Source: an optimization exercise on an open RTL-to-GDS flow (aim: small area). Production flows keep margins and buffers that such runs may drop. The RTL was checked by simulation tests, not by an equivalence proof against the original design. Power and IR drop assume default switching activity.

==> design/flow/design.v <==
module bb_aoi222 (
    input  wire [2:0] a,
    input  wire [2:0] s,
    output wire       y
);
    assign y = ~((a[0] & s[0]) | (a[1] & s[1]) | (a[2] & s[2]));
endmodule
module bb_and2 (
    input  wire a,
    input  wire b,
    output wire y
);
    assign y = a & b;
endmodule
module bb_aoi22 (
    input  wire [1:0] a,
    input  wire [1:0] s,
    output wire       y
);
    assign y = ~((a[0] & s[0]) | (a[1] & s[1]));
endmodule
module bb_nand2 (
    input  wire a,
    input  wire b,
    output wire y
);
    assign y = ~(a & b);
endmodule
module bitbang_core (
    input  wire        clk,
    input  wire        rst,           
    input  wire [10:0] host_addr,     
    input  wire        host_we,
    input  wire [31:0] host_wdata,
    input  wire        host_re,
    output reg  [31:0] host_rdata,    
    output wire        busy,
    output wire        ev_valid,
    output wire [1:0]  ev_kind,       
    output wire [2:0]  ev_role,
    output wire        ev_level,
    output wire [31:0] ev_dur,
    input  wire        ev_ack,
    input  wire        ev_fault,
    input  wire [7:0]  ev_info,
    input  wire        ev_rlevel
);
    localparam [29:0] TICKS = 30'd1000000000;
    localparam [3:0] OP_XLATE = 4'h1, OP_SPI_INIT = 4'h2, OP_SPI_FREE = 4'h3,
                     OP_SPI_XFER = 4'h4, OP_I2C_INIT = 4'h5, OP_I2C_FREE = 4'h6,
                     OP_I2C_WRITE = 4'h7, OP_I2C_READ = 4'h8, OP_I2C_WRRD = 4'h9,
                     OP_SER_INIT = 4'hA, OP_SER_FREE = 4'hB, OP_SER_WRITE = 4'hC,
                     OP_SER_READ = 4'hD;
    localparam [2:0] R_SCK = 3'd0, R_MOSI = 3'd1, R_MISO = 3'd2, R_SCL = 3'd3,
                     R_SDA = 3'd4, R_TX = 3'd5, R_RX = 3'd6;
    localparam [1:0] K_WRITE = 2'd0, K_READ = 2'd1, K_DELAY = 2'd2;
    localparam [2:0] E_OK = 3'd0, E_PIN = 3'd1, E_NACK = 3'd2, E_PARITY = 3'd3,
                     E_FRAME = 3'd4, E_CONFIG = 3'd5, E_ILLEGAL = 3'd6;
    localparam [2:0] PH_START1 = 3'd0, PH_START2 = 3'd1, PH_ADDR1 = 3'd2,
                     PH_ADDR2 = 3'd3, PH_WDATA = 3'd4, PH_RDATA = 3'd5,
                     PH_STOP = 3'd6, PH_FSTOP = 3'd7;
    reg        st_busy, st_done;
    reg [2:0]  st_err;
    reg        spi_valid, i2c_valid, ser_valid;
    reg [11:0] pinerr;               
    reg        po_sck, po_mosi, po_scl, po_sda, po_tx;
    reg [31:0] xl_rate;
    reg [29:0] xl_delay;
    reg [2:0]  spi_cfg;              
    reg [31:0] spi_rate;
    reg [28:0] spi_delay;
    reg [31:0] i2c_rate;
    reg [28:0] i2c_delay;
    reg [5:0]  ser_cfg;              
    reg [31:0] ser_rate;
    reg [29:0] ser_tbit;
    reg [7:0]  ser_rxdata;
    reg        dvp;                  
    reg [3:0]  op;
    reg [6:0]  addr7;                
    reg [7:0]  cnta, cntb;           
    reg [7:0]  bidx;                 
    reg [7:0]  sh;                   
    reg [2:0]  s;                    
    reg [3:0]  k;                    
    reg [2:0]  ph;                   
    reg        pacc;                 
    reg        stop2n;               
    reg        epin;                 
    reg        mwr, mrd;             
    reg [29:0] rem;                  
    wire [29:0] q = {cnta, cntb, sh, addr7[6:1]};
    reg        dph;                  
    reg        dbl;                  
    assign busy = st_busy;
    wire        dv_full  = (op == OP_SER_INIT) | ((op == OP_XLATE) & addr7[0]);
    reg [28:0] ser_thalf;
    reg [29:0] dv_res;               
    function [29:0] inc30(input [29:0] x, input cin, input skip);
        integer i;
        reg c, g;
        begin
            g = cin;
            c = cin;
            for (i = 0; i < 30; i = i + 1) begin
                if (skip && i == 15) begin
                    g = g & (&x[14:0]);
                    c = g;
                end
                inc30[i] = x[i] ^ c;
                c = x[i] & c;
            end
        end
    endfunction
    always @(*) begin
        ser_thalf = inc30({1'b0, ser_tbit[29:1]}, ser_tbit[0], 1'b1);
        dv_res    = inc30({q[29] & dv_full, q[28:0]}, rem != 30'd0, 1'b0);
    end
    wire       spi_cpha  = spi_cfg[0];
    wire       spi_cpol  = spi_cfg[1];
    wire       spi_lsbf  = spi_cfg[2];
    wire [1:0] ser_dbits = ser_cfg[1:0];
    wire       ser_pen   = ser_cfg[2];
    wire       ser_podd  = ser_cfg[3];
    wire       ser_stop2 = ser_cfg[4];
    wire       ser_msbf  = ser_cfg[5];
    wire [3:0] ser_n     = 4'd5 + {2'b00, ser_dbits};
    wire       f_spi  = (op == OP_SPI_XFER);
    wire       f_i2c  = (op == OP_I2C_WRITE) | (op == OP_I2C_READ) | (op == OP_I2C_WRRD);
    wire       f_tx   = (op == OP_SER_WRITE);
    wire       f_rx   = (op == OP_SER_READ);
    wire       f_ser  = f_tx | f_rx;
    wire       f_init = ~f_spi & ~f_i2c & ~f_ser;    
    wire       c_start = (k == 4'd0);
    wire       c_data  = ~c_start & (k <= ser_n);
    wire       c_par   = ser_pen & (k == ser_n + 4'd1);
    wire       c_stop  = ~c_start & ~c_data & ~c_par;
    wire       c_last  = c_stop & (stop2n | ~ser_stop2);
    wire       lsbf    = f_spi ? spi_lsbf : (f_ser & ~ser_msbf);
    wire [2:0] topb    = f_ser ? {1'b1, ser_dbits} : 3'd7;
    wire       sh_out  = lsbf ? sh[0] : sh[topb];
    function [7:0] shifted(input [7:0] v, input din);
        integer j;
        begin
            if (!lsbf) shifted = {v[6:0], din};
            else begin
                for (j = 0; j < 8; j = j + 1)
                    shifted[j] = (j == topb) ? din : ((j == 7) ? 1'b0 : v[(j + 1) % 8]);
            end
        end
    endfunction
    reg        e_valid;
    reg [1:0]  e_kind;
    reg [2:0]  e_role;
    reg        e_level;
    reg        i2c_last_step;
    wire [1:0] i2c_proc = (ph[2:1] == 2'b00) ? 2'd0 :           
                          (ph[2:1] == 2'b11) ? 2'd3 :           
                          (((ph == PH_RDATA) ^ (k == 4'd8)) ? 2'd2 : 2'd1);   
    always @(*) begin
        e_valid = 1'b1;
        e_kind  = K_WRITE;
        e_role  = R_SCK;
        e_level = 1'b1;
        i2c_last_step = 1'b0;
        if (f_spi) begin
            case ({spi_cpha, s})
                4'b0_000: begin e_role = R_MOSI; e_level = sh_out; end
                4'b0_001: e_kind = K_DELAY;
                4'b0_010: begin e_role = R_SCK; e_level = ~spi_cpol; end
                4'b0_011: begin e_kind = K_READ; e_role = R_MISO; end
                4'b0_100: e_kind = K_DELAY;
                4'b0_101: begin e_role = R_SCK; e_level = spi_cpol; end
                4'b1_000: begin e_role = R_SCK; e_level = ~spi_cpol; end
                4'b1_001: begin e_role = R_MOSI; e_level = sh_out; end
                4'b1_010: e_kind = K_DELAY;
                4'b1_011: begin e_role = R_SCK; e_level = spi_cpol; end
                4'b1_100: begin e_kind = K_READ; e_role = R_MISO; end
                default:  e_kind = K_DELAY;
            endcase
        end else if (f_i2c) begin
            case (i2c_proc)
                2'd0: case (s)    
                    3'd0: e_role = R_SDA;
                    3'd1: e_kind = K_DELAY;
                    3'd2: e_role = R_SCL;
                    3'd3: begin e_kind = K_READ; e_role = R_SCL; end
                    3'd4: e_kind = K_DELAY;
                    3'd5: begin e_role = R_SDA; e_level = 1'b0; end
                    3'd6: e_kind = K_DELAY;
                    default: begin e_role = R_SCL; e_level = 1'b0; i2c_last_step = 1'b1; end
                endcase
                2'd1: case (s)    
                    3'd0: begin
                        e_role = R_SDA;
                        e_level = (ph == PH_RDATA) ? (cntb == 8'd1) : sh[7];
                    end
                    3'd1: e_kind = K_DELAY;
                    3'd2: e_role = R_SCL;
                    3'd3: begin e_kind = K_READ; e_role = R_SCL; end
                    3'd4: e_kind = K_DELAY;
                    default: begin e_role = R_SCL; e_level = 1'b0; i2c_last_step = 1'b1; end
                endcase
                2'd2: case (s)    
                    3'd0: e_role = R_SDA;
                    3'd1: e_kind = K_DELAY;
                    3'd2: e_role = R_SCL;
                    3'd3: begin e_kind = K_READ; e_role = R_SCL; end
                    3'd4: e_kind = K_DELAY;
                    3'd5: begin e_kind = K_READ; e_role = R_SDA; end
                    default: begin e_role = R_SCL; e_level = 1'b0; i2c_last_step = 1'b1; end
                endcase
                default: case (s)    
                    3'd0: begin e_role = R_SCL; e_level = 1'b0; end
                    3'd1: begin e_role = R_SDA; e_level = 1'b0; end
                    3'd2: e_kind = K_DELAY;
                    3'd3: e_role = R_SCL;
                    3'd4: begin e_kind = K_READ; e_role = R_SCL; end
                    3'd5: e_kind = K_DELAY;
                    3'd6: e_role = R_SDA;
                    default: begin e_kind = K_DELAY; i2c_last_step = 1'b1; end
                endcase
            endcase
        end else if (f_tx) begin
            if (s == 3'd0) begin
                e_role = R_TX;
                if (c_start)     e_level = 1'b0;
                else if (c_data) e_level = sh_out;
                else if (c_par)  e_level = pacc ^ ser_podd;
            end else
                e_kind = K_DELAY;
        end else if (f_rx) begin
            if (s == 3'd0 || s == 3'd3) begin
                e_kind = K_READ; e_role = R_RX;
            end else
                e_kind = K_DELAY;
        end else begin
            e_valid = (op != OP_XLATE);
            case (op)
                OP_SPI_INIT: e_level = spi_cpol;
                OP_I2C_INIT: e_role = (s == 3'd0) ? R_SCL : R_SDA;
                default:     e_role = R_TX;
            endcase
        end
        if (!st_busy || dvp || mwr || mrd)
            e_valid = 1'b0;
    end
    assign ev_valid = e_valid;
    assign ev_kind  = e_kind;
    assign ev_role  = e_role;
    assign ev_level = e_level;
    assign ev_dur   = {2'b00, f_spi ? {1'b0, spi_delay} :
                              f_i2c ? {1'b0, i2c_delay} :
                              (f_rx && s == 3'd1) ? {1'b0, ser_thalf} : ser_tbit};
    wire ev_done = e_valid & ev_ack;
    wire ev_bad  = ev_done & ev_fault & (e_kind != K_DELAY);
    wire ev_good = ev_done & ~ev_bad;
    wire ev_wr   = (e_kind == K_WRITE);
    wire        dv_dbit  = TICKS[5'd29 - bidx[4:0]];
    wire [29:0] dv_sh    = {rem[28:0], dv_dbit};
    reg  [30:0] dv_rate;
    always @(*) begin
        case (op)
            OP_SPI_INIT: dv_rate = spi_rate[30:0];
            OP_I2C_INIT: dv_rate = i2c_rate[30:0];
            OP_SER_INIT: dv_rate = ser_rate[30:0];
            default:     dv_rate = xl_rate[30:0];
        endcase
    end
    reg  [29:0] dv_diff;
    reg         dv_fits, dv_blo;
    always @(*) begin : dvsub
        integer i;
        reg b;
        b = 1'b0;
        for (i = 0; i < 30; i = i + 1) begin
            if (i == 15) begin
                dv_blo = b;
                b = dbl;
            end
            dv_diff[i] = dv_sh[i] ^ dv_rate[i] ^ b;
            b = (~dv_sh[i] & dv_rate[i]) | (~(dv_sh[i] ^ dv_rate[i]) & b);
        end
        dv_fits = ~(b | dv_rate[30]);
    end
    wire        dv_last  = (bidx[4:0] == {4'b1110, dv_full});
    wire        aligned  = (host_addr[1:0] == 2'b00);
    wire        hw       = host_we & aligned & ~st_busy;
    wire        hw_cmd   = hw & (host_addr == 11'h000);
    wire [3:0]  c_op     = host_wdata[3:0];
    wire [7:0]  c_lena   = host_wdata[23:16];
    wire [7:0]  c_lenb   = host_wdata[31:24];
    reg         c_illegal, c_rate_bad;
    wire        xl_bad   = xl_rate[31]  | (xl_rate  == 32'd0);
    wire        spi_bad  = spi_rate[31] | (spi_rate == 32'd0);
    wire        i2c_bad  = i2c_rate[31] | (i2c_rate == 32'd0);
    wire        ser_bad  = ser_rate[31] | (ser_rate == 32'd0);
    always @(*) begin
        case (c_op)
            OP_XLATE:     c_illegal = 1'b0;
            OP_SPI_INIT:  c_illegal = spi_valid;
            OP_SPI_FREE,
            OP_SPI_XFER:  c_illegal = ~spi_valid;
            OP_I2C_INIT:  c_illegal = i2c_valid;
            OP_I2C_FREE,
            OP_I2C_WRITE,
            OP_I2C_READ:  c_illegal = ~i2c_valid;
            OP_I2C_WRRD:  c_illegal = ~i2c_valid | (({1'b0, c_lena} + {1'b0, c_lenb}) > 9'd256);
            OP_SER_INIT:  c_illegal = ser_valid;
            OP_SER_FREE,
            OP_SER_WRITE,
            OP_SER_READ:  c_illegal = ~ser_valid;
            default:      c_illegal = 1'b1;
        endcase
        case (c_op)
            OP_SPI_INIT:  c_rate_bad = spi_bad;
            OP_I2C_INIT:  c_rate_bad = i2c_bad;
            OP_SER_INIT:  c_rate_bad = ser_bad;
            default:      c_rate_bad = xl_bad;
        endcase
    end
    wire        host_bufrd = host_re & host_addr[10];
    wire        port_seq   = st_busy & ~host_bufrd;
    wire [7:0]  b_idx      = port_seq ? bidx : host_addr[9:2];
    wire        b_we       = (hw & host_addr[10]) | (port_seq & mwr);
    reg  [7:0]  b_rd;
    wire [7:0]  b_wd       = rst ? 8'd0 : (~b_we ? b_rd : (st_busy ? sh : host_wdata[7:0]));
    reg  [15:0] b_pa, b_pb;
    always @(*) begin : pdec
        integer i;
        for (i = 0; i < 16; i = i + 1) begin
            b_pa[i] = rst | (b_idx[3:0] == i[3:0]);
            b_pb[i] = rst | (b_idx[7:4] == i[3:0]);
        end
    end
    wire [255:0] b_sel;
    wire [2047:0] b_flat;
    genvar gi, gb;
    generate
        for (gi = 0; gi < 256; gi = gi + 1) begin : g_buf
            reg [7:0] m;
            always @(posedge clk)
                if (b_sel[gi])
                    m <= b_wd;
            assign b_flat[gi*8 +: 8] = m;
        end
        for (gi = 0; gi < 256; gi = gi + 1) begin : g_dec
            bb_and2 u_d (.a(b_pa[gi % 16]), .b(b_pb[gi / 16]), .y(b_sel[gi]));
        end
        for (gb = 0; gb < 8; gb = gb + 1) begin : g_rd
            wire [85:0] y;
            for (gi = 0; gi < 85; gi = gi + 1) begin : g_t
                bb_aoi222 u_t (
                    .a({b_flat[(3*gi+2)*8+gb], b_flat[(3*gi+1)*8+gb], b_flat[(3*gi)*8+gb]}),
                    .s(b_sel[3*gi+2:3*gi]),
                    .y(y[gi]));
            end
            assign y[85] = ~(b_flat[255*8+gb] & b_sel[255]);
            always @(*) b_rd[gb] = ~&y;
        end
    endgenerate
    wire        rd_reg = aligned & ~rst & (host_addr[10:7] == 4'd0);
    wire        rs_st  = rd_reg & (host_addr[6:2] == 5'h01);
    wire        rs_pe  = rd_reg & (host_addr[6:2] == 5'h02);
    wire        rs_po  = rd_reg & (host_addr[6:2] == 5'h03);
    wire        rs_xr  = rd_reg & (host_addr[6:2] == 5'h04);
    wire        rs_xd  = rd_reg & (host_addr[6:2] == 5'h05);
    wire        rs_sc  = rd_reg & (host_addr[6:2] == 5'h08);
    wire        rs_sr  = rd_reg & (host_addr[6:2] == 5'h09);
    wire        rs_sd  = rd_reg & (host_addr[6:2] == 5'h0A);
    wire        rs_ir  = rd_reg & (host_addr[6:2] == 5'h0C);
    wire        rs_id  = rd_reg & (host_addr[6:2] == 5'h0D);
    wire        rs_ec  = rd_reg & (host_addr[6:2] == 5'h10);
    wire        rs_er  = rd_reg & (host_addr[6:2] == 5'h11);
    wire        rs_et  = rd_reg & (host_addr[6:2] == 5'h12);
    wire        rs_eh  = rd_reg & (host_addr[6:2] == 5'h13);
    wire        rs_rx  = rd_reg & (host_addr[6:2] == 5'h14);
    wire        rs_bf  = aligned & ~rst & host_addr[10];
    wire [31:0] rd_val;
    wire rdt0_0, rdt0_1, rdt0_2, rdt0_3, rdt0_4, rdt0_5;
    bb_aoi222 u_rdt0_0 (.a({po_sck, pinerr[0], st_busy}), .s({rs_po, rs_pe, rs_st}), .y(rdt0_0));
    bb_aoi222 u_rdt0_1 (.a({spi_cfg[0], xl_delay[0], xl_rate[0]}), .s({rs_sc, rs_xd, rs_xr}), .y(rdt0_1));
    bb_aoi222 u_rdt0_2 (.a({i2c_rate[0], spi_delay[0], spi_rate[0]}), .s({rs_ir, rs_sd, rs_sr}), .y(rdt0_2));
    bb_aoi222 u_rdt0_3 (.a({ser_rate[0], ser_cfg[0], i2c_delay[0]}), .s({rs_er, rs_ec, rs_id}), .y(rdt0_3));
    bb_aoi222 u_rdt0_4 (.a({ser_rxdata[0], ser_thalf[0], ser_tbit[0]}), .s({rs_rx, rs_eh, rs_et}), .y(rdt0_4));
    bb_nand2 u_rdt0_5 (.a(b_rd[0]), .b(rs_bf), .y(rdt0_5));
    assign rd_val[0] = ~&{rdt0_0, rdt0_1, rdt0_2, rdt0_3, rdt0_4, rdt0_5};
    wire rdt1_0, rdt1_1, rdt1_2, rdt1_3, rdt1_4, rdt1_5;
    bb_aoi222 u_rdt1_0 (.a({po_mosi, pinerr[1], st_done}), .s({rs_po, rs_pe, rs_st}), .y(rdt1_0));
    bb_aoi222 u_rdt1_1 (.a({spi_cfg[1], xl_delay[1], xl_rate[1]}), .s({rs_sc, rs_xd, rs_xr}), .y(rdt1_1));
    bb_aoi222 u_rdt1_2 (.a({i2c_rate[1], spi_delay[1], spi_rate[1]}), .s({rs_ir, rs_sd, rs_sr}), .y(rdt1_2));
    bb_aoi222 u_rdt1_3 (.a({ser_rate[1], ser_cfg[1], i2c_delay[1]}), .s({rs_er, rs_ec, rs_id}), .y(rdt1_3));
    bb_aoi222 u_rdt1_4 (.a({ser_rxdata[1], ser_thalf[1], ser_tbit[1]}), .s({rs_rx, rs_eh, rs_et}), .y(rdt1_4));
    bb_nand2 u_rdt1_5 (.a(b_rd[1]), .b(rs_bf), .y(rdt1_5));
    assign rd_val[1] = ~&{rdt1_0, rdt1_1, rdt1_2, rdt1_3, rdt1_4, rdt1_5};
    wire rdt2_0, rdt2_1, rdt2_2, rdt2_3, rdt2_4;
    bb_aoi222 u_rdt2_0 (.a({xl_delay[2], xl_rate[2], pinerr[2]}), .s({rs_xd, rs_xr, rs_pe}), .y(rdt2_0));
    bb_aoi222 u_rdt2_1 (.a({spi_delay[2], spi_rate[2], spi_cfg[2]}), .s({rs_sd, rs_sr, rs_sc}), .y(rdt2_1));
    bb_aoi222 u_rdt2_2 (.a({ser_cfg[2], i2c_delay[2], i2c_rate[2]}), .s({rs_ec, rs_id, rs_ir}), .y(rdt2_2));
    bb_aoi222 u_rdt2_3 (.a({ser_thalf[2], ser_tbit[2], ser_rate[2]}), .s({rs_eh, rs_et, rs_er}), .y(rdt2_3));
    bb_aoi22 u_rdt2_4 (.a({b_rd[2], ser_rxdata[2]}), .s({rs_bf, rs_rx}), .y(rdt2_4));
    assign rd_val[2] = ~&{rdt2_0, rdt2_1, rdt2_2, rdt2_3, rdt2_4};
    wire rdt3_0, rdt3_1, rdt3_2, rdt3_3, rdt3_4;
    bb_aoi222 u_rdt3_0 (.a({xl_rate[3], po_scl, pinerr[3]}), .s({rs_xr, rs_po, rs_pe}), .y(rdt3_0));
    bb_aoi222 u_rdt3_1 (.a({spi_delay[3], spi_rate[3], xl_delay[3]}), .s({rs_sd, rs_sr, rs_xd}), .y(rdt3_1));
    bb_aoi222 u_rdt3_2 (.a({ser_cfg[3], i2c_delay[3], i2c_rate[3]}), .s({rs_ec, rs_id, rs_ir}), .y(rdt3_2));
    bb_aoi222 u_rdt3_3 (.a({ser_thalf[3], ser_tbit[3], ser_rate[3]}), .s({rs_eh, rs_et, rs_er}), .y(rdt3_3));
    bb_aoi22 u_rdt3_4 (.a({b_rd[3], ser_rxdata[3]}), .s({rs_bf, rs_rx}), .y(rdt3_4));
    assign rd_val[3] = ~&{rdt3_0, rdt3_1, rdt3_2, rdt3_3, rdt3_4};
    wire rdt4_0, rdt4_1, rdt4_2, rdt4_3, rdt4_4;
    bb_aoi222 u_rdt4_0 (.a({xl_rate[4], po_sda, st_err[0]}), .s({rs_xr, rs_po, rs_st}), .y(rdt4_0));
    bb_aoi222 u_rdt4_1 (.a({spi_delay[4], spi_rate[4], xl_delay[4]}), .s({rs_sd, rs_sr, rs_xd}), .y(rdt4_1));
    bb_aoi222 u_rdt4_2 (.a({ser_cfg[4], i2c_delay[4], i2c_rate[4]}), .s({rs_ec, rs_id, rs_ir}), .y(rdt4_2));
    bb_aoi222 u_rdt4_3 (.a({ser_thalf[4], ser_tbit[4], ser_rate[4]}), .s({rs_eh, rs_et, rs_er}), .y(rdt4_3));
    bb_aoi22 u_rdt4_4 (.a({b_rd[4], ser_rxdata[4]}), .s({rs_bf, rs_rx}), .y(rdt4_4));
    assign rd_val[4] = ~&{rdt4_0, rdt4_1, rdt4_2, rdt4_3, rdt4_4};
    wire rdt5_0, rdt5_1, rdt5_2, rdt5_3, rdt5_4;
    bb_aoi222 u_rdt5_0 (.a({xl_rate[5], po_tx, st_err[1]}), .s({rs_xr, rs_po, rs_st}), .y(rdt5_0));
    bb_aoi222 u_rdt5_1 (.a({spi_delay[5], spi_rate[5], xl_delay[5]}), .s({rs_sd, rs_sr, rs_xd}), .y(rdt5_1));
    bb_aoi222 u_rdt5_2 (.a({ser_cfg[5], i2c_delay[5], i2c_rate[5]}), .s({rs_ec, rs_id, rs_ir}), .y(rdt5_2));
    bb_aoi222 u_rdt5_3 (.a({ser_thalf[5], ser_tbit[5], ser_rate[5]}), .s({rs_eh, rs_et, rs_er}), .y(rdt5_3));
    bb_aoi22 u_rdt5_4 (.a({b_rd[5], ser_rxdata[5]}), .s({rs_bf, rs_rx}), .y(rdt5_4));
    assign rd_val[5] = ~&{rdt5_0, rdt5_1, rdt5_2, rdt5_3, rdt5_4};
    wire rdt6_0, rdt6_1, rdt6_2, rdt6_3;
    bb_aoi222 u_rdt6_0 (.a({xl_delay[6], xl_rate[6], st_err[2]}), .s({rs_xd, rs_xr, rs_st}), .y(rdt6_0));
    bb_aoi222 u_rdt6_1 (.a({i2c_rate[6], spi_delay[6], spi_rate[6]}), .s({rs_ir, rs_sd, rs_sr}), .y(rdt6_1));
    bb_aoi222 u_rdt6_2 (.a({ser_tbit[6], ser_rate[6], i2c_delay[6]}), .s({rs_et, rs_er, rs_id}), .y(rdt6_2));
    bb_aoi222 u_rdt6_3 (.a({b_rd[6], ser_rxdata[6], ser_thalf[6]}), .s({rs_bf, rs_rx, rs_eh}), .y(rdt6_3));
    assign rd_val[6] = ~&{rdt6_0, rdt6_1, rdt6_2, rdt6_3};
    wire rdt7_0, rdt7_1, rdt7_2, rdt7_3;
    bb_aoi222 u_rdt7_0 (.a({spi_rate[7], xl_delay[7], xl_rate[7]}), .s({rs_sr, rs_xd, rs_xr}), .y(rdt7_0));
    bb_aoi222 u_rdt7_1 (.a({i2c_delay[7], i2c_rate[7], spi_delay[7]}), .s({rs_id, rs_ir, rs_sd}), .y(rdt7_1));
    bb_aoi222 u_rdt7_2 (.a({ser_thalf[7], ser_tbit[7], ser_rate[7]}), .s({rs_eh, rs_et, rs_er}), .y(rdt7_2));
    bb_aoi22 u_rdt7_3 (.a({b_rd[7], ser_rxdata[7]}), .s({rs_bf, rs_rx}), .y(rdt7_3));
    assign rd_val[7] = ~&{rdt7_0, rdt7_1, rdt7_2, rdt7_3};
    wire rdt8_0, rdt8_1, rdt8_2, rdt8_3;
    bb_aoi222 u_rdt8_0 (.a({xl_rate[8], pinerr[4], spi_valid}), .s({rs_xr, rs_pe, rs_st}), .y(rdt8_0));
    bb_aoi222 u_rdt8_1 (.a({spi_delay[8], spi_rate[8], xl_delay[8]}), .s({rs_sd, rs_sr, rs_xd}), .y(rdt8_1));
    bb_aoi222 u_rdt8_2 (.a({ser_rate[8], i2c_delay[8], i2c_rate[8]}), .s({rs_er, rs_id, rs_ir}), .y(rdt8_2));
    bb_aoi22 u_rdt8_3 (.a({ser_thalf[8], ser_tbit[8]}), .s({rs_eh, rs_et}), .y(rdt8_3));
    assign rd_val[8] = ~&{rdt8_0, rdt8_1, rdt8_2, rdt8_3};
    wire rdt9_0, rdt9_1, rdt9_2, rdt9_3;
    bb_aoi222 u_rdt9_0 (.a({xl_rate[9], pinerr[5], i2c_valid}), .s({rs_xr, rs_pe, rs_st}), .y(rdt9_0));
    bb_aoi222 u_rdt9_1 (.a({spi_delay[9], spi_rate[9], xl_delay[9]}), .s({rs_sd, rs_sr, rs_xd}), .y(rdt9_1));
    bb_aoi222 u_rdt9_2 (.a({ser_rate[9], i2c_delay[9], i2c_rate[9]}), .s({rs_er, rs_id, rs_ir}), .y(rdt9_2));
    bb_aoi22 u_rdt9_3 (.a({ser_thalf[9], ser_tbit[9]}), .s({rs_eh, rs_et}), .y(rdt9_3));
    assign rd_val[9] = ~&{rdt9_0, rdt9_1, rdt9_2, rdt9_3};
    wire rdt10_0, rdt10_1, rdt10_2, rdt10_3;
    bb_aoi222 u_rdt10_0 (.a({xl_rate[10], pinerr[6], ser_valid}), .s({rs_xr, rs_pe, rs_st}), .y(rdt10_0));
    bb_aoi222 u_rdt10_1 (.a({spi_delay[10], spi_rate[10], xl_delay[10]}), .s({rs_sd, rs_sr, rs_xd}), .y(rdt10_1));
    bb_aoi222 u_rdt10_2 (.a({ser_rate[10], i2c_delay[10], i2c_rate[10]}), .s({rs_er, rs_id, rs_ir}), .y(rdt10_2));
    bb_aoi22 u_rdt10_3 (.a({ser_thalf[10], ser_tbit[10]}), .s({rs_eh, rs_et}), .y(rdt10_3));
    assign rd_val[10] = ~&{rdt10_0, rdt10_1, rdt10_2, rdt10_3};
    wire rdt11_0, rdt11_1, rdt11_2, rdt11_3;
    bb_aoi222 u_rdt11_0 (.a({xl_delay[11], xl_rate[11], pinerr[7]}), .s({rs_xd, rs_xr, rs_pe}), .y(rdt11_0));
    bb_aoi222 u_rdt11_1 (.a({i2c_rate[11], spi_delay[11], spi_rate[11]}), .s({rs_ir, rs_sd, rs_sr}), .y(rdt11_1));
    bb_aoi222 u_rdt11_2 (.a({ser_tbit[11], ser_rate[11], i2c_delay[11]}), .s({rs_et, rs_er, rs_id}), .y(rdt11_2));
    bb_nand2 u_rdt11_3 (.a(ser_thalf[11]), .b(rs_eh), .y(rdt11_3));
    assign rd_val[11] = ~&{rdt11_0, rdt11_1, rdt11_2, rdt11_3};
    wire rdt12_0, rdt12_1, rdt12_2, rdt12_3;
    bb_aoi222 u_rdt12_0 (.a({xl_delay[12], xl_rate[12], pinerr[8]}), .s({rs_xd, rs_xr, rs_pe}), .y(rdt12_0));
    bb_aoi222 u_rdt12_1 (.a({i2c_rate[12], spi_delay[12], spi_rate[12]}), .s({rs_ir, rs_sd, rs_sr}), .y(rdt12_1));
    bb_aoi222 u_rdt12_2 (.a({ser_tbit[12], ser_rate[12], i2c_delay[12]}), .s({rs_et, rs_er, rs_id}), .y(rdt12_2));
    bb_nand2 u_rdt12_3 (.a(ser_thalf[12]), .b(rs_eh), .y(rdt12_3));
    assign rd_val[12] = ~&{rdt12_0, rdt12_1, rdt12_2, rdt12_3};
    wire rdt13_0, rdt13_1, rdt13_2, rdt13_3;
    bb_aoi222 u_rdt13_0 (.a({xl_delay[13], xl_rate[13], pinerr[9]}), .s({rs_xd, rs_xr, rs_pe}), .y(rdt13_0));
    bb_aoi222 u_rdt13_1 (.a({i2c_rate[13], spi_delay[13], spi_rate[13]}), .s({rs_ir, rs_sd, rs_sr}), .y(rdt13_1));
    bb_aoi222 u_rdt13_2 (.a({ser_tbit[13], ser_rate[13], i2c_delay[13]}), .s({rs_et, rs_er, rs_id}), .y(rdt13_2));
    bb_nand2 u_rdt13_3 (.a(ser_thalf[13]), .b(rs_eh), .y(rdt13_3));
    assign rd_val[13] = ~&{rdt13_0, rdt13_1, rdt13_2, rdt13_3};
    wire rdt14_0, rdt14_1, rdt14_2, rdt14_3;
    bb_aoi222 u_rdt14_0 (.a({xl_delay[14], xl_rate[14], pinerr[10]}), .s({rs_xd, rs_xr, rs_pe}), .y(rdt14_0));
    bb_aoi222 u_rdt14_1 (.a({i2c_rate[14], spi_delay[14], spi_rate[14]}), .s({rs_ir, rs_sd, rs_sr}), .y(rdt14_1));
    bb_aoi222 u_rdt14_2 (.a({ser_tbit[14], ser_rate[14], i2c_delay[14]}), .s({rs_et, rs_er, rs_id}), .y(rdt14_2));
    bb_nand2 u_rdt14_3 (.a(ser_thalf[14]), .b(rs_eh), .y(rdt14_3));
    assign rd_val[14] = ~&{rdt14_0, rdt14_1, rdt14_2, rdt14_3};
    wire rdt15_0, rdt15_1, rdt15_2, rdt15_3;
    bb_aoi222 u_rdt15_0 (.a({xl_delay[15], xl_rate[15], pinerr[11]}), .s({rs_xd, rs_xr, rs_pe}), .y(rdt15_0));
    bb_aoi222 u_rdt15_1 (.a({i2c_rate[15], spi_delay[15], spi_rate[15]}), .s({rs_ir, rs_sd, rs_sr}), .y(rdt15_1));
    bb_aoi222 u_rdt15_2 (.a({ser_tbit[15], ser_rate[15], i2c_delay[15]}), .s({rs_et, rs_er, rs_id}), .y(rdt15_2));
    bb_nand2 u_rdt15_3 (.a(ser_thalf[15]), .b(rs_eh), .y(rdt15_3));
    assign rd_val[15] = ~&{rdt15_0, rdt15_1, rdt15_2, rdt15_3};
    wire rdt16_0, rdt16_1, rdt16_2;
    bb_aoi222 u_rdt16_0 (.a({spi_rate[16], xl_delay[16], xl_rate[16]}), .s({rs_sr, rs_xd, rs_xr}), .y(rdt16_0));
    bb_aoi222 u_rdt16_1 (.a({i2c_delay[16], i2c_rate[16], spi_delay[16]}), .s({rs_id, rs_ir, rs_sd}), .y(rdt16_1));
    bb_aoi222 u_rdt16_2 (.a({ser_thalf[16], ser_tbit[16], ser_rate[16]}), .s({rs_eh, rs_et, rs_er}), .y(rdt16_2));
    assign rd_val[16] = ~&{rdt16_0, rdt16_1, rdt16_2};
    wire rdt17_0, rdt17_1, rdt17_2;
    bb_aoi222 u_rdt17_0 (.a({spi_rate[17], xl_delay[17], xl_rate[17]}), .s({rs_sr, rs_xd, rs_xr}), .y(rdt17_0));
    bb_aoi222 u_rdt17_1 (.a({i2c_delay[17], i2c_rate[17], spi_delay[17]}), .s({rs_id, rs_ir, rs_sd}), .y(rdt17_1));
    bb_aoi222 u_rdt17_2 (.a({ser_thalf[17], ser_tbit[17], ser_rate[17]}), .s({rs_eh, rs_et, rs_er}), .y(rdt17_2));
    assign rd_val[17] = ~&{rdt17_0, rdt17_1, rdt17_2};
    wire rdt18_0, rdt18_1, rdt18_2;
    bb_aoi222 u_rdt18_0 (.a({spi_rate[18], xl_delay[18], xl_rate[18]}), .s({rs_sr, rs_xd, rs_xr}), .y(rdt18_0));
    bb_aoi222 u_rdt18_1 (.a({i2c_delay[18], i2c_rate[18], spi_delay[18]}), .s({rs_id, rs_ir, rs_sd}), .y(rdt18_1));
    bb_aoi222 u_rdt18_2 (.a({ser_thalf[18], ser_tbit[18], ser_rate[18]}), .s({rs_eh, rs_et, rs_er}), .y(rdt18_2));
    assign rd_val[18] = ~&{rdt18_0, rdt18_1, rdt18_2};
    wire rdt19_0, rdt19_1, rdt19_2;
    bb_aoi222 u_rdt19_0 (.a({spi_rate[19], xl_delay[19], xl_rate[19]}), .s({rs_sr, rs_xd, rs_xr}), .y(rdt19_0));
    bb_aoi222 u_rdt19_1 (.a({i2c_delay[19], i2c_rate[19], spi_delay[19]}), .s({rs_id, rs_ir, rs_sd}), .y(rdt19_1));
    bb_aoi222 u_rdt19_2 (.a({ser_thalf[19], ser_tbit[19], ser_rate[19]}), .s({rs_eh, rs_et, rs_er}), .y(rdt19_2));
    assign rd_val[19] = ~&{rdt19_0, rdt19_1, rdt19_2};
    wire rdt20_0, rdt20_1, rdt20_2;
    bb_aoi222 u_rdt20_0 (.a({spi_rate[20], xl_delay[20], xl_rate[20]}), .s({rs_sr, rs_xd, rs_xr}), .y(rdt20_0));
    bb_aoi222 u_rdt20_1 (.a({i2c_delay[20], i2c_rate[20], spi_delay[20]}), .s({rs_id, rs_ir, rs_sd}), .y(rdt20_1));
    bb_aoi222 u_rdt20_2 (.a({ser_thalf[20], ser_tbit[20], ser_rate[20]}), .s({rs_eh, rs_et, rs_er}), .y(rdt20_2));
    assign rd_val[20] = ~&{rdt20_0, rdt20_1, rdt20_2};
    wire rdt21_0, rdt21_1, rdt21_2;
    bb_aoi222 u_rdt21_0 (.a({spi_rate[21], xl_delay[21], xl_rate[21]}), .s({rs_sr, rs_xd, rs_xr}), .y(rdt21_0));
    bb_aoi222 u_rdt21_1 (.a({i2c_delay[21], i2c_rate[21], spi_delay[21]}), .s({rs_id, rs_ir, rs_sd}), .y(rdt21_1));
    bb_aoi222 u_rdt21_2 (.a({ser_thalf[21], ser_tbit[21], ser_rate[21]}), .s({rs_eh, rs_et, rs_er}), .y(rdt21_2));
    assign rd_val[21] = ~&{rdt21_0, rdt21_1, rdt21_2};
    wire rdt22_0, rdt22_1, rdt22_2;
    bb_aoi222 u_rdt22_0 (.a({spi_rate[22], xl_delay[22], xl_rate[22]}), .s({rs_sr, rs_xd, rs_xr}), .y(rdt22_0));
    bb_aoi222 u_rdt22_1 (.a({i2c_delay[22], i2c_rate[22], spi_delay[22]}), .s({rs_id, rs_ir, rs_sd}), .y(rdt22_1));
    bb_aoi222 u_rdt22_2 (.a({ser_thalf[22], ser_tbit[22], ser_rate[22]}), .s({rs_eh, rs_et, rs_er}), .y(rdt22_2));
    assign rd_val[22] = ~&{rdt22_0, rdt22_1, rdt22_2};
    wire rdt23_0, rdt23_1, rdt23_2;
    bb_aoi222 u_rdt23_0 (.a({spi_rate[23], xl_delay[23], xl_rate[23]}), .s({rs_sr, rs_xd, rs_xr}), .y(rdt23_0));
    bb_aoi222 u_rdt23_1 (.a({i2c_delay[23], i2c_rate[23], spi_delay[23]}), .s({rs_id, rs_ir, rs_sd}), .y(rdt23_1));
    bb_aoi222 u_rdt23_2 (.a({ser_thalf[23], ser_tbit[23], ser_rate[23]}), .s({rs_eh, rs_et, rs_er}), .y(rdt23_2));
    assign rd_val[23] = ~&{rdt23_0, rdt23_1, rdt23_2};
    wire rdt24_0, rdt24_1, rdt24_2;
    bb_aoi222 u_rdt24_0 (.a({spi_rate[24], xl_delay[24], xl_rate[24]}), .s({rs_sr, rs_xd, rs_xr}), .y(rdt24_0));
    bb_aoi222 u_rdt24_1 (.a({i2c_delay[24], i2c_rate[24], spi_delay[24]}), .s({rs_id, rs_ir, rs_sd}), .y(rdt24_1));
    bb_aoi222 u_rdt24_2 (.a({ser_thalf[24], ser_tbit[24], ser_rate[24]}), .s({rs_eh, rs_et, rs_er}), .y(rdt24_2));
    assign rd_val[24] = ~&{rdt24_0, rdt24_1, rdt24_2};
    wire rdt25_0, rdt25_1, rdt25_2;
    bb_aoi222 u_rdt25_0 (.a({spi_rate[25], xl_delay[25], xl_rate[25]}), .s({rs_sr, rs_xd, rs_xr}), .y(rdt25_0));
    bb_aoi222 u_rdt25_1 (.a({i2c_delay[25], i2c_rate[25], spi_delay[25]}), .s({rs_id, rs_ir, rs_sd}), .y(rdt25_1));
    bb_aoi222 u_rdt25_2 (.a({ser_thalf[25], ser_tbit[25], ser_rate[25]}), .s({rs_eh, rs_et, rs_er}), .y(rdt25_2));
    assign rd_val[25] = ~&{rdt25_0, rdt25_1, rdt25_2};
    wire rdt26_0, rdt26_1, rdt26_2;
    bb_aoi222 u_rdt26_0 (.a({spi_rate[26], xl_delay[26], xl_rate[26]}), .s({rs_sr, rs_xd, rs_xr}), .y(rdt26_0));
    bb_aoi222 u_rdt26_1 (.a({i2c_delay[26], i2c_rate[26], spi_delay[26]}), .s({rs_id, rs_ir, rs_sd}), .y(rdt26_1));
    bb_aoi222 u_rdt26_2 (.a({ser_thalf[26], ser_tbit[26], ser_rate[26]}), .s({rs_eh, rs_et, rs_er}), .y(rdt26_2));
    assign rd_val[26] = ~&{rdt26_0, rdt26_1, rdt26_2};
    wire rdt27_0, rdt27_1, rdt27_2;
    bb_aoi222 u_rdt27_0 (.a({spi_rate[27], xl_delay[27], xl_rate[27]}), .s({rs_sr, rs_xd, rs_xr}), .y(rdt27_0));
    bb_aoi222 u_rdt27_1 (.a({i2c_delay[27], i2c_rate[27], spi_delay[27]}), .s({rs_id, rs_ir, rs_sd}), .y(rdt27_1));
    bb_aoi222 u_rdt27_2 (.a({ser_thalf[27], ser_tbit[27], ser_rate[27]}), .s({rs_eh, rs_et, rs_er}), .y(rdt27_2));
    assign rd_val[27] = ~&{rdt27_0, rdt27_1, rdt27_2};
    wire rdt28_0, rdt28_1, rdt28_2;
    bb_aoi222 u_rdt28_0 (.a({spi_rate[28], xl_delay[28], xl_rate[28]}), .s({rs_sr, rs_xd, rs_xr}), .y(rdt28_0));
    bb_aoi222 u_rdt28_1 (.a({i2c_delay[28], i2c_rate[28], spi_delay[28]}), .s({rs_id, rs_ir, rs_sd}), .y(rdt28_1));
    bb_aoi222 u_rdt28_2 (.a({ser_thalf[28], ser_tbit[28], ser_rate[28]}), .s({rs_eh, rs_et, rs_er}), .y(rdt28_2));
    assign rd_val[28] = ~&{rdt28_0, rdt28_1, rdt28_2};
    wire rdt29_0, rdt29_1;
    bb_aoi222 u_rdt29_0 (.a({spi_rate[29], xl_delay[29], xl_rate[29]}), .s({rs_sr, rs_xd, rs_xr}), .y(rdt29_0));
    bb_aoi222 u_rdt29_1 (.a({ser_tbit[29], ser_rate[29], i2c_rate[29]}), .s({rs_et, rs_er, rs_ir}), .y(rdt29_1));
    assign rd_val[29] = ~&{rdt29_0, rdt29_1};
    wire rdt30_0, rdt30_1;
    bb_aoi222 u_rdt30_0 (.a({i2c_rate[30], spi_rate[30], xl_rate[30]}), .s({rs_ir, rs_sr, rs_xr}), .y(rdt30_0));
    bb_nand2 u_rdt30_1 (.a(ser_rate[30]), .b(rs_er), .y(rdt30_1));
    assign rd_val[30] = ~&{rdt30_0, rdt30_1};
    wire rdt31_0, rdt31_1;
    bb_aoi222 u_rdt31_0 (.a({i2c_rate[31], spi_rate[31], xl_rate[31]}), .s({rs_ir, rs_sr, rs_xr}), .y(rdt31_0));
    bb_nand2 u_rdt31_1 (.a(ser_rate[31]), .b(rs_er), .y(rdt31_1));
    assign rd_val[31] = ~&{rdt31_0, rdt31_1};
    always @(posedge clk)
        if (rst | host_re)
            host_rdata <= rd_val;
    wire [31:0] hwd     = host_wdata & {32{~rst}};
    wire [29:0] dres    = dv_res & {30{~rst}};
    wire        w_xlr   = hw & (host_addr == 11'h010);
    wire        w_spic  = hw & (host_addr == 11'h020) & ~spi_valid;
    wire        w_spir  = hw & (host_addr == 11'h024) & ~spi_valid;
    wire        w_i2cr  = hw & (host_addr == 11'h030) & ~i2c_valid;
    wire        w_serc  = hw & (host_addr == 11'h040) & ~ser_valid;
    wire        w_serr  = hw & (host_addr == 11'h044) & ~ser_valid;
    wire        init_ok = st_busy & f_init & ~dvp &
                          ((op == OP_XLATE) | (ev_good & ~((op == OP_I2C_INIT) & (s == 3'd0))));
    always @(posedge clk) begin
        if (rst | w_xlr)  xl_rate  <= hwd;
        if (rst | w_spic) spi_cfg  <= hwd[2:0];
        if (rst | w_spir) spi_rate <= hwd;
        if (rst | w_i2cr) i2c_rate <= hwd;
        if (rst | w_serc) ser_cfg  <= {hwd[5:2], host_wdata[1:0] | {2{rst}}};
        if (rst | w_serr) ser_rate <= hwd;
        if (rst | (init_ok & (op == OP_XLATE)))    xl_delay  <= dres;
        if (rst | (init_ok & (op == OP_SPI_INIT))) spi_delay <= dres[28:0];
        if (rst | (init_ok & (op == OP_I2C_INIT))) i2c_delay <= dres[28:0];
        if (rst | (init_ok & (op == OP_SER_INIT))) ser_tbit  <= dres;
    end
    task finish(input [2:0] code);
        begin
            st_err  <= code;
            st_done <= 1'b1;
            st_busy <= 1'b0;
        end
    endtask
    task finish_pin(input [11:0] pin);
        begin
            finish(E_PIN);
            pinerr <= pin;
        end
    endtask
    wire [11:0] ev_pin = {ev_info, ev_wr, e_role};
    always @(posedge clk) begin
        if (rst) begin
            st_busy    <= 1'b0;
            st_done    <= 1'b0;
            st_err     <= 3'd0;
            spi_valid  <= 1'b0;
            i2c_valid  <= 1'b0;
            ser_valid  <= 1'b0;
            pinerr     <= 12'd0;
            po_sck     <= 1'b0;
            po_mosi    <= 1'b0;
            po_scl     <= 1'b1;
            po_sda     <= 1'b1;
            po_tx      <= 1'b1;
            ser_rxdata <= 8'd0;
        end else begin
            if (ev_good && ev_wr) begin
                case (e_role)
                    R_SCK:  po_sck  <= e_level;
                    R_MOSI: po_mosi <= e_level;
                    R_SCL:  po_scl  <= e_level;
                    R_SDA:  po_sda  <= e_level;
                    R_TX:   po_tx   <= e_level;
                    default: ;
                endcase
            end
            if (!st_busy) begin
                if (hw_cmd) begin
                    op      <= c_op;
                    addr7   <= host_wdata[10:4];
                    cnta    <= c_lena;
                    cntb    <= c_lenb;
                    st_done <= 1'b0;
                    st_err  <= 3'd0;
                    bidx    <= 8'd0;
                    s       <= 3'd0;
                    k       <= 4'd0;
                    ph      <= PH_START1;
                    sh      <= (c_op == OP_SER_READ) ? 8'd0 : c_lena;
                    pacc    <= 1'b0;
                    stop2n  <= 1'b0;
                    rem     <= 30'd0;
                    mwr     <= 1'b0;
                    mrd     <= (c_op == OP_SPI_XFER);
                    dph     <= 1'b0;
                    dvp     <= (c_op == OP_XLATE) | (c_op == OP_SPI_INIT) |
                               (c_op == OP_I2C_INIT) | (c_op == OP_SER_INIT);
                    if (c_illegal) begin
                        finish(E_ILLEGAL);
                    end else begin
                        case (c_op)
                            OP_XLATE, OP_SPI_INIT, OP_I2C_INIT, OP_SER_INIT: begin
                                if (c_rate_bad) finish(E_CONFIG);
                                else st_busy <= 1'b1;
                            end
                            OP_SPI_FREE: begin spi_valid <= 1'b0; finish(E_OK); end
                            OP_I2C_FREE: begin i2c_valid <= 1'b0; finish(E_OK); end
                            OP_SER_FREE: begin ser_valid <= 1'b0; finish(E_OK); end
                            OP_SPI_XFER: begin
                                if (c_lena == 8'd0) finish(E_OK);
                                else st_busy <= 1'b1;
                            end
                            default: st_busy <= 1'b1;    
                        endcase
                    end
                end
            end else if (mwr) begin
                if (port_seq) begin
                    mwr  <= 1'b0;
                    bidx <= bidx + 8'd1;
                    if (f_spi) begin
                        cnta <= cnta - 8'd1;
                        if (cnta == 8'd1) finish(E_OK);
                        else mrd <= 1'b1;
                    end else begin
                        cntb <= cntb - 8'd1;
                        if (cntb == 8'd1) ph <= PH_STOP;
                    end
                end
            end else if (mrd) begin
                if (port_seq) begin
                    mrd <= 1'b0;
                    sh  <= b_rd;
                end
            end else if (f_init) begin
                if (dvp) begin
                    dph <= ~dph;
                    dbl <= dv_blo;
                    if (dph) begin
                        bidx <= bidx + 8'd1;
                        rem  <= dv_fits ? dv_diff : dv_sh;
                        {cnta, cntb, sh, addr7[6:1]} <= {q[28:0], dv_fits};
                        if (dv_last) dvp <= 1'b0;
                    end
                end else if (op == OP_XLATE) begin
                    finish(E_OK);
                end else if (ev_done) begin
                    if (ev_bad) finish_pin(ev_pin);
                    else if (op == OP_I2C_INIT && s == 3'd0) s <= 3'd1;
                    else begin
                        finish(E_OK);
                        case (op)
                            OP_SPI_INIT: spi_valid <= 1'b1;
                            OP_I2C_INIT: i2c_valid <= 1'b1;
                            default:     ser_valid <= 1'b1;
                        endcase
                    end
                end
            end else if (f_spi) begin
                if (ev_done) begin
                    if (ev_bad) finish_pin(ev_pin);
                    else begin
                        if (s == (spi_cpha ? 3'd4 : 3'd3))
                            sh <= shifted(sh, ev_rlevel);
                        if (s != 3'd5) s <= s + 3'd1;
                        else begin
                            s <= 3'd0;
                            k <= {1'b0, k[2:0] + 3'd1};
                            if (k[2:0] == 3'd7) mwr <= 1'b1;
                        end
                    end
                end
            end else if (f_i2c) begin
                if (ev_done) begin
                    if (ev_bad) begin
                        if (ph == PH_FSTOP) begin
                            if (epin) finish_pin({sh, k});
                            else finish(E_NACK);
                        end else if (ph == PH_STOP)
                            finish_pin(ev_pin);
                        else begin
                            epin <= 1'b1;
                            sh   <= ev_info;
                            k    <= {ev_wr, e_role};
                            ph   <= PH_FSTOP;
                            s    <= 3'd0;
                        end
                    end else if (e_kind == K_READ && e_role == R_SCL && !ev_rlevel) begin
                    end else if (!i2c_last_step) begin
                        s <= s + 3'd1;
                        if ((i2c_proc == 2'd1 && s == 3'd0 && ph != PH_RDATA) ||
                            (i2c_proc == 2'd2 && s == 3'd5))
                            sh <= {sh[6:0], ev_rlevel};
                    end else begin
                        s <= 3'd0;
                        case (ph)
                            PH_START1, PH_START2: begin
                                ph <= (ph == PH_START1) ? PH_ADDR1 : PH_ADDR2;
                                sh <= {addr7, (ph == PH_START2) || (op == OP_I2C_READ)};
                                k  <= 4'd0;
                            end
                            PH_STOP: finish(E_OK);
                            PH_FSTOP: begin
                                if (epin) finish_pin({sh, k});
                                else finish(E_NACK);
                            end
                            PH_RDATA: begin
                                if (k != 4'd8) k <= k + 4'd1;
                                else begin
                                    k   <= 4'd0;
                                    mwr <= 1'b1;
                                end
                            end
                            default: begin   
                                if (k != 4'd8) k <= k + 4'd1;
                                else begin
                                    k <= 4'd0;
                                    if (sh[0]) begin
                                        epin <= 1'b0;
                                        ph   <= PH_FSTOP;
                                    end else if (ph == PH_ADDR2 || op == OP_I2C_READ) begin
                                        ph <= (cntb != 8'd0) ? PH_RDATA : PH_STOP;
                                    end else begin
                                        if (ph == PH_WDATA) begin
                                            bidx <= bidx + 8'd1;
                                            cnta <= cnta - 8'd1;
                                        end
                                        if ((ph == PH_WDATA) ? (cnta != 8'd1) : (cnta != 8'd0)) begin
                                            ph  <= PH_WDATA;
                                            mrd <= 1'b1;
                                        end else
                                            ph <= (op == OP_I2C_WRRD) ? PH_START2 : PH_STOP;
                                    end
                                end
                            end
                        endcase
                    end
                end
            end else if (f_tx) begin
                if (ev_done) begin
                    if (ev_bad) finish_pin(ev_pin);
                    else if (s == 3'd0) begin
                        s <= 3'd1;
                        if (c_data) begin
                            pacc <= pacc ^ sh_out;
                            sh   <= shifted(sh, 1'b0);
                        end
                    end else begin
                        s <= 3'd0;
                        if (c_last) finish(E_OK);
                        else if (c_stop) stop2n <= 1'b1;
                        else k <= k + 4'd1;
                    end
                end
            end else begin
                if (ev_done) begin
                    if (ev_bad) finish_pin(ev_pin);
                    else case (s)
                        3'd0: if (!ev_rlevel) s <= 3'd1;
                        3'd1: begin s <= 3'd2; k <= 4'd1; end
                        3'd2: s <= 3'd3;
                        default: begin
                            s <= 3'd2;
                            if (c_data) begin
                                sh   <= shifted(sh, ev_rlevel);
                                pacc <= pacc ^ ev_rlevel;
                                k    <= k + 4'd1;
                            end else if (c_par) begin
                                if (ev_rlevel != (pacc ^ ser_podd)) finish(E_PARITY);
                                else k <= k + 4'd1;
                            end else begin
                                if (!ev_rlevel) finish(E_FRAME);
                                else if (c_last) begin
                                    ser_rxdata <= sh;
                                    finish(E_OK);
                                end else stop2n <= 1'b1;
                            end
                        end
                    endcase
                end
            end
        end
    end
endmodule
==> design/flow/flow/run.sh <==
#!/bin/bash
# The standard layout (the standard.sh, unchanged synthesis), with two
# options passed to ORFS through its environment:
# - clock tree: clkbuf_16 sink clusters of at most 35 flip-flops within 55 um,
#   without the dummy loads CTS adds to balance the tree;
# - port buffers: sky130_fd_sc_hd__buf_1.
set -euo pipefail
export CTS_ARGS="-sink_clustering_enable -repair_clock_nets -sink_clustering_size 35 -sink_clustering_max_diameter 55 -buf_list sky130_fd_sc_hd__clkbuf_16 -dont_use_dummy_load"
export BUFFER_PORTS_ARGS="-buffer_cell sky130_fd_sc_hd__buf_1"
bash standard.sh > flow.log 2>&1
==> design/flow/standard.sh <==
#!/bin/bash
# synth_recipe.tcl (not shown) runs the flow's synth.tcl, then flattens the netlist and writes it again
# the make line also repeats each setting of config.mk as NAME=value (left out here)
make -C /OpenROAD-flow-scripts/flow DESIGN_CONFIG=/design/flow/config.mk WORK_HOME=/design/flow/orfs CLKGATE_MAP_FILE= SYNTH_SCRIPT=/design/flow/synth_recipe.tcl "${@:-finish}"
==> design/flow/config.mk <==
export PLATFORM = sky130hd
export DESIGN_NAME = bitbang_core
export DESIGN_NICKNAME = bitbang_core
export VERILOG_FILES = /design/flow/design.v
export SDC_FILE = /design/flow/constraint.sdc
export NUM_CORES = 8
export LEC_CHECK = 0
export CAP_MARGIN = 20
export CORE_MARGIN = 2
export CORE_UTILIZATION = 65
export PLACE_DENSITY = 0.75
export SLEW_MARGIN = 20
export SYNTH_HIERARCHICAL = 1
==> design/flow/constraint.sdc <==
create_clock -name core_clock -period 10.0 [get_ports {clk}]
set_input_delay 2.0000 -clock core_clock [delete_from_list [all_inputs] [get_ports {clk}]]
set_output_delay 2.0000 -clock core_clock [all_outputs]
set_load 0.01 [all_outputs]
==> summary.txt, run 1 <==
Global route
  • Vias in the first global route: 53.8k
  • First-pass GRT wire length: 360000 um
  • Initial antenna violation count: 27
  • Remaining global-route overflow: 0
  • Global Route Usage Sum: 32.5%
  • Pin count of the biggest net entering global routing: 257

Status
  • Outcome: timing/DRC/antenna clean

Worst setup path
  • CP max stage delay: 0.74 ns
  • WP data required: 10.59 ns
  • CP delay by family, top: adder cells
  • CP Max Fanout: 54
  • Kind of critical path: reg -> reg
  • Worst path slowest cell: edfxtp_1
  • Kind of start point of the critical path: flop
  • R2R Path End: rem[21]
  • CP arrival: 9.68 ns
  • R2R depth: 23
  • Crit-path cells: nor4bb_4 > buf_4 > or3_1 > buf_4 > o21ai_0 > fa_1 > fa_1 > fa_1 > fa_1 > fa_1 > fa_1 > fa_1 > fa_1 > fa_1 > fa_1 > fa_1 > fa_1 > fa_1 > fa_1 > nand4_1 > buf_4 > nand2_1 > a21oi_1
  • R2R setup slack: 0.91 ns
  • WP depth: 23
  • FF-to-FF Start: op[2]
  • Worst Path Buf+Inv: 3
  • Most used cell, CP: fa_1
  • CP Capture Type: flop

Placed design
  • Post-DP HPWL: 154000 um
  • Dpl cell area: 99000 um^2
  • Dpl cells: 7484
  • Gpl congestion: 1.01
  • Input/output buffers: 127

Detailed routing
  • WL final: 247000 um
  • Post-route ant nets: 0
  • Detailed Route Iter0 Violations: 11.5k
  • Via count: 57.8k
  • # DRC: 0
  • DR WL/cell: 32.3 um
  • Vias/cell: 7.55
  • DRT Pass-1 Iters: 12

Hold path
  • HP Class: reg -> reg
  • HP Start: po_tx
  • Worst Hold Endpoint: po_tx
  • Hold Path Depth: 2

Layout
  • Design area: 103000 um^2
  • Non-Filler Instances: 7654
  • Fraction of layout cells with a size suffix above 1: 6.17%
  • Count of nets after finishing: 5906
  • Area grow syn2layout: 7.80%

Pwr
  • Sw frac: 21.9%
  • Total design power: 0.0189 W
  • Clk pwr share: 29.7%
  • Cell area power density: 184 nW/um^2
  • Internal power component: 0.0148 W
  • Seq pwr share: 63.5%
  • Static Leakage: 32.7 nW
  • Peak VDD IR: 217 uV
  • NetSw: 0.00414 W
  • Comb pwr share: 6.8%

Job
  • Maxcap violations: 0

Yosys
  • Distinct cells, synth: 93
  • FFs w/ async S/R, synth: 0%
  • Most used flip-flop cell after synthesis: edfxtp_1
  • Synthesized instance count: 5463
  • Netlist Area Pre-Place: 95500 um^2
  • FF+latch count, synth: 2459
  • EDFF count, synth: 2426
  • Avg Cell Area, Syn: 17.5 um^2
  • Sequential-to-total area share from yosys stat: 77.0%
  • Syn. warnings: 7

STA
  • RSZ-0062 raised after global routing: no
  • Period minus WS final: 9.09 ns
  • Worst Skew: 0.0852 ns
  • Count of final setup violators: 0
  • Hold violation count in the final report: 0
  • Fin. max-slew vios: 0
  • Final worst-path cycle share: 90.9%
  • Fmax: 0.110 GHz
  • Relative slew slack: 15.0%
  • Worst Max-Slew Pin Slew: 1.26 ns

Clocking
  • Clock sink total: 2459
  • Buffer depth of the longest clock path: 3
  • Worst-Skew Late Latency: 0.83 ns
  • CTS tree: yes
  • H-tree levels: 4
  • Hold buffers post-CTS: 0
  • Clock root buffer: clkbuf_16
  • Cts repair resizes: 0
  • Setup bufs post-CTS: 0
  • Total CTS buffers: 148
  • Clock transition at path regs: 0.07 ns

Die
  • Initial Util: 65.5%
  • Die Span Y: 387 um
  • Core ar.: 146000 um^2
  • Row cnt: 140
  • Top Ports: 130
  • Die Wd: 387 um
  • Die area: 150000 um^2
cell families after synthesis:
| family | count (synthesis) | synth area share (%) |
|---|---|---|
| fa+ha+maj | 125 | 1.87 |
| simple gates | 1293 | 7.40 |
| compound gates | 1296 | 11.9 |
| mux | 81 | 0.869 |
| other cells | 1 | 0.00393 |
| flops | 2459 | 77.0 |
| buf+inv | 189 | 0.780 |
| xor+xnor | 19 | 0.174 |
cells in the final DEF, fill, tap and decap left out, types with 41 or more instances in the layout:
cell type / n
a21oi_1: 107
a222oi_1: 810
and2_1: 264
buf_1: 126
buf_4: 101
clkbuf_16: 148
edfxtp_1: 2426
ha_1: 95
inv_1: 54
mux2i_1: 66
nand2_1: 287
nand3_1: 67
nand4_1: 207
nor2_1: 128
nor2b_1: 74
nor3_1: 41
nor4_1: 82
o21ai_0: 112
layout make-up:
| cell class | instances | area, um^2 |
|---|---|---|
| diodes | 16 | 40.0 |
| clock buffers | 148 | 3700 |
| fillers | 9146 | 42800 |
| inverters | 57 | 214 |
| multi-input cells | 2816 | 21500 |
| flip-flops and latches | 2459 | 73500 |
| well taps | 1917 | 2400 |
| repair buffers | 241 | 1530 |
flip-flops by register name, indices dropped and copies added, names as in the netlist, 4 cells and up:
register / count
ser_tbit: 30
xl_delay: 30
bidx: 8
i2c_rate: 32
i2c_delay: 29
op: 4
ser_cfg: 6
ser_rxdata: 8
spi_delay: 29
addr7: 7
pinerr: 12
spi_rate: 32
cnta: 8
xl_rate: 32
sh: 8
host_rdata: 32
rem: 30
ser_rate: 32
g_buf.m: 2048
cntb: 8
k: 4
per-module statistics from Yosys, one instance, submodules excluded:
module / area, um^2 / times used / flops+latches
bb_and2: 6.26 / 256 / 0
bb_nand2: 3.75 / 9 / 0
bitbang_core: 85900 / 1 / 2459
bb_aoi22: 12.5 / 8 / 0
bb_aoi222: 10.0 / 780 / 0
metrics by stage:
| step | worst slack (ns) | TNS (ns) | util, % | hold slack (ns) |
|---|---|---|---|---|
| 2_1_floorplan | -0.957 | -244.95 | - | 0.443 |
| 3_3_place_gp | 1.14 | 0 | 67.9 | 0.472 |
| 3_5_place_dp | 1.05 | 0 | 67.9 | 0.487 |
| 4_1_cts | 1.02 | 0 | 70.5 | 0.502 |
| 5_1_grt | 0.494 | 0 | 70.6 | 0.547 |
| 6_report | 0.907 | 0 | 70.6 | 0.503 |
metal layers:
layer | track usage [%] | up-vias | share of wire [%]
li1 | - | 24300 | -
met1 | 48.2 | 29000 | 38
met2 | 47.0 | 3959 | 45
met3 | 7.60 | 508 | 12
met4 | 13.5 | 10 | 4.3
met5 | 0 | - | 0.023
cell usage after synthesis (all sizes together), types with 11 or more instances:
| cell type | n | area [um^2] |
|---|---|---|
| a211oi | 33 | 248 |
| a21o | 14 | 105 |
| a21oi | 107 | 536 |
| a222oi | 810 | 8110 |
| a22o | 13 | 114 |
| a22oi | 47 | 393 |
| a31oi | 18 | 119 |
| and2 | 264 | 1650 |
| and3 | 18 | 113 |
| buf | 30 | 148 |
| clkbuf | 102 | 383 |
| dfxtp | 33 | 661 |
| edfxtp | 2426 | 72800 |
| fa | 30 | 601 |
| ha | 95 | 1190 |
| inv | 57 | 214 |
| mux2 | 15 | 169 |
| mux2i | 66 | 661 |
| nand2 | 289 | 1090 |
| nand2b | 29 | 181 |
| nand3 | 67 | 335 |
| nand3b | 16 | 120 |
| nand4 | 207 | 1290 |
| nor2 | 141 | 542 |
| nor2b | 74 | 463 |
| nor3 | 47 | 250 |
| nor4 | 83 | 519 |
| o211ai | 19 | 148 |
| o21a | 11 | 82.6 |
| o21ai | 116 | 581 |
| o2bb2ai | 11 | 96.3 |
| o31ai | 12 | 90.1 |
| xor2 | 12 | 105 |
worst max path at each step:
stage	startpoint	endpoint	slack [ns]
floorplan	host_re	g_buf[0].m[6]	-0.96
global placement	op[2]	rem[15]	1.14
detailed placement	op[2]	rem[19]	1.05
CTS	op[2]	rem[21]	1.02
global route	op[2]	rem[21]	0.49
finish	op[2]	rem[21]	0.91
power by group through the flow:
| stage | clock [W] | combinational, W | sequential [W] |
|---|---|---|---|
| detailed placement | 0 | 0.00126 | 0.0122 |
| floorplan | 0 | 0.000736 | 0.0122 |
| CTS | 0.00566 | 0.00127 | 0.0120 |
| finish | 0.00562 | 0.00129 | 0.0120 |
| global route | 0.00599 | 0.00138 | 0.0120 |
| global placement | 0 | 0.00123 | 0.0122 |
worst reg2reg max path, delay by kind of cell, from the launching register on:
family	cells	cell delay [ns]
AOI/OAI and AO/OA	2	0.36
DFF	1	0.74
and+or+nand+nor	4	1.09
adders and majority gates	14	5.59
buffers and inverters	3	1.15
==> inputs of run 2 (changes only) <==
--- a/design/flow/config.mk
+++ b/design/flow/config.mk
@@ -7,7 +7,7 @@
 export LEC_CHECK = 0
 export CAP_MARGIN = 20
 export CORE_MARGIN = 2
-export CORE_UTILIZATION = 65
-export PLACE_DENSITY = 0.75
+export CORE_UTILIZATION = 70
+export PLACE_DENSITY = 0.8
 export SLEW_MARGIN = 20
 export SYNTH_HIERARCHICAL = 1
==> run 2 against run 1 <==
Against the previous run:
- still clean
- clock skew down 0.0043 ns
- maximum frequency up 0.37%
- total power down 0.55%
- critical path depth up 2
- critical endpoint is now rem[9]
- largest cell class unchanged
- largest power group unchanged
- highest routed layer unchanged
==> summary.txt, run 2 <==
Pwr
  • Static Leakage: 32.5 nW
  • Clk pwr share: 29.3%
  • Total design power: 0.0188 W
  • Seq pwr share: 63.8%
  • Peak VDD IR: 231 uV
  • Internal power component: 0.0147 W
  • Sw frac: 22.0%
  • Cell area power density: 184 nW/um^2
  • NetSw: 0.00414 W
  • Comb pwr share: 6.9%

Yosys
  • Mux share of post-synthesis cell area: 0.869%
  • Synth Area in Simple Gates: 7.40%
  • Most common cell in the netlist: edfxtp_1
  • XOR/XNOR Fraction of Synth Area: 0.174%
  • Sequential-to-total area share from yosys stat: 77.0%
  • Most used flip-flop cell after synthesis: edfxtp_1
  • FFs w/ async S/R, synth: 0%
  • Compound-Gate Fraction of Synth Area: 11.9%
  • Syn. warnings: 7
  • Netlist Area Pre-Place: 95500 um^2
  • EDFF count, synth: 2426
  • FF+latch count, synth: 2459
  • Main combinational cell family by area after synthesis: compound AO/OA/AOI/OAI gates
  • Area contributors post-synth: edfxtp_1, a222oi_1, and2_1
  • Most frequent cells after synthesis: edfxtp_1, a222oi_1, nand2_1, and2_1, nand4_1
  • Post-synth top area share: 76.3%
  • Distinct cells, synth: 93
  • Avg Cell Area, Syn: 17.5 um^2
  • Synthesized instance count: 5463
  • Area leader, netlist: edfxtp_1
  • Synth Area in Adders: 1.87%

Detailed routing
  • DR WL/cell: 33.1 um
  • Vias/cell: 7.84
  • Post-route ant nets: 0
  • Via count: 58.8k
  • WL final: 248000 um
  • Detailed Route Iter0 Violations: 12.9k
  • DRT Pass-1 Iters: 15
  • # DRC: 0

Global route
  • Initial antenna violation count: 30
  • Vias in the first global route: 55.3k
  • Global Route Usage Sum: 35.1%
  • Most used routing layer: met2
  • Met1 Use GR: 50.4%
  • Met2 usage: 53.1%
  • First-pass GRT wire length: 363000 um
  • Remaining global-route overflow: 0
  • Pin count of the biggest net entering global routing: 257
  • Global Route met3 Usage: 7.11%

Layout
  • # fillers: 7682
  • Count of nets after finishing: 5885
  • Commonest non-fill, non-tap cell in the layout: edfxtp_1
  • Fraction of layout cells with a size suffix above 1: 5.81%
  • Max reg flops: 2048
  • Most flops, register: g_buf.m
  • Leading cell types in the layout, fill and taps excluded: edfxtp_1, a222oi_1, nand2_1
  • Area grow syn2layout: 7.29%

Die
  • Die area: 139000 um^2
  • Die Span Y: 373 um
  • Core ar.: 135000 um^2
  • Row cnt: 135
  • Initial Util: 70.5%
  • Die Wd: 373 um
  • Top Ports: 130

STA
  • Hold violation count in the final report: 0
  • Final worst-path cycle share: 90.6%
  • Count of final setup violators: 0
  • Worst Max-Slew Pin Slew: 1.15 ns
  • Fin. max-slew vios: 0
  • Period minus WS final: 9.06 ns
  • Worst hold slack: 0.527 ns
  • RSZ-0062 raised after global routing: no
  • Worst Skew: 0.0809 ns
  • Fmax: 0.110 GHz
  • Relative slew slack: 22.9%

Placed design
  • Gpl congestion: 1.01
  • Post-DP HPWL: 153000 um
  • Input/output buffers: 127

Clocking
  • Clock sink total: 2459
  • H-tree levels: 4
  • Buffer depth of the longest clock path: 3
  • Clock root buffer: clkbuf_16
  • Total CTS buffers: 142
  • Clock transition at path regs: 0.06 ns
  • Hold buffers post-CTS: 0
  • CTS tree: yes
  • Setup bufs post-CTS: 0
  • Cts repair resizes: 0
  • Worst-Skew Late Latency: 0.82 ns

Worst setup path
  • WP data required: 10.61 ns
  • Most used cell, CP: fa_1
  • CP Capture Type: flop
  • Kind of critical path: reg -> reg
  • CP arrival: 9.67 ns
  • Worst path slowest cell: edfxtp_1
  • CP Max Fanout: 29
  • CP max stage delay: 0.72 ns
  • Kind of start point of the critical path: flop

Status
  • Outcome: timing/DRC/antenna clean

Hold path
  • HP Class: reg -> reg

Job
  • Maxcap violations: 0
[run 2: cell families after synthesis]
| family | Yosys count |
|---|---|
| adder cells (fa/ha/maj) | 125 |
| AO/OA/AOI/OAI | 1296 |
| other | 1 |
| flip-flops | 2459 |
| multiplexers | 81 |
| buffers and inverters | 189 |
| AND/OR/NAND/NOR | 1293 |
| XOR/XNOR | 19 |
[run 2: metal layers]
metal,vias to the layer above,routed length (um),part of all wire [%]
li1,24300,-,-
met1,29200,88400,36
met2,4618,113000,46
met3,716,32800,13
met4,4,13400,5.4
met5,-,24,0.0097
[run 2: layout make-up]
cell class | instances | area [um^2] | area share (%)
Timing Repair Buffer | 226 | 1380 | 1.35
Sequential cell | 2459 | 73500 | 71.8
Antenna cell | 18 | 45.0 | 0.0440
Clock buffer | 142 | 3550 | 3.47
Tap cell | 1781 | 2230 | 2.18
Inverter | 57 | 214 | 0.209
Multi-Input combinational cell | 2816 | 21500 | 21.0
[run 2: power by group through the flow]
stage               clock network (W)  logic (W)  registers [W]
global placement                    0    0.00121         0.0122
finish                        0.00551    0.00129         0.0120
floorplan                           0   0.000736         0.0122
CTS                           0.00551    0.00126         0.0120
global route                  0.00583    0.00137         0.0120
detailed placement                  0    0.00126         0.0122
[run 2: worst paths after layout]
check,from,to,slack [ns],depth (start not counted)
setup / recovery,op[2],rem[9],0.94,25
setup reg to reg,op[2],rem[9],0.94,25
hold reg to reg,po_mosi,po_mosi,0.53,2
hold / removal,po_mosi,po_mosi,0.53,2
[run 2: stage by stage]
step | setup TNS (ns) | utilization, % | setup WS, ns | instances | area [um^2]
floorplan | -244.95 | - | -0.957 | 5464 | 95600
global placement | 0 | 72.9 | 1.17 | 7334 | 98700
CTS | 0 | 75.5 | 1.04 | 7477 | 102000
detailed placement | 0 | 72.9 | 1.00 | 7335 | 98700
global route | 0 | 75.6 | 0.634 | 7496 | 102000
finish | 0 | 75.6 | 0.941 | 7499 | 102000
[run 2: Yosys stat by module, one instance, submodules excluded]
module / area [um^2] / cells inside / times used / flip-flops and latches
bb_aoi22: 12.5 / 1 / 8 / 0
bitbang_core: 85900 / 4410 / 1 / 2459
bb_and2: 6.26 / 1 / 256 / 0
bb_aoi222: 10.0 / 1 / 780 / 0
bb_nand2: 3.75 / 1 / 9 / 0
[run 2: critical path: cells and delay by family (launching register included)]
family | cells | cell delay (ns)
DFF | 1 | 0.72
and+or+nand+nor | 4 | 1.29
adders and majority gates | 15 | 5.70
buffers and inverters | 4 | 0.84
AOI/OAI and AO/OA | 2 | 0.35
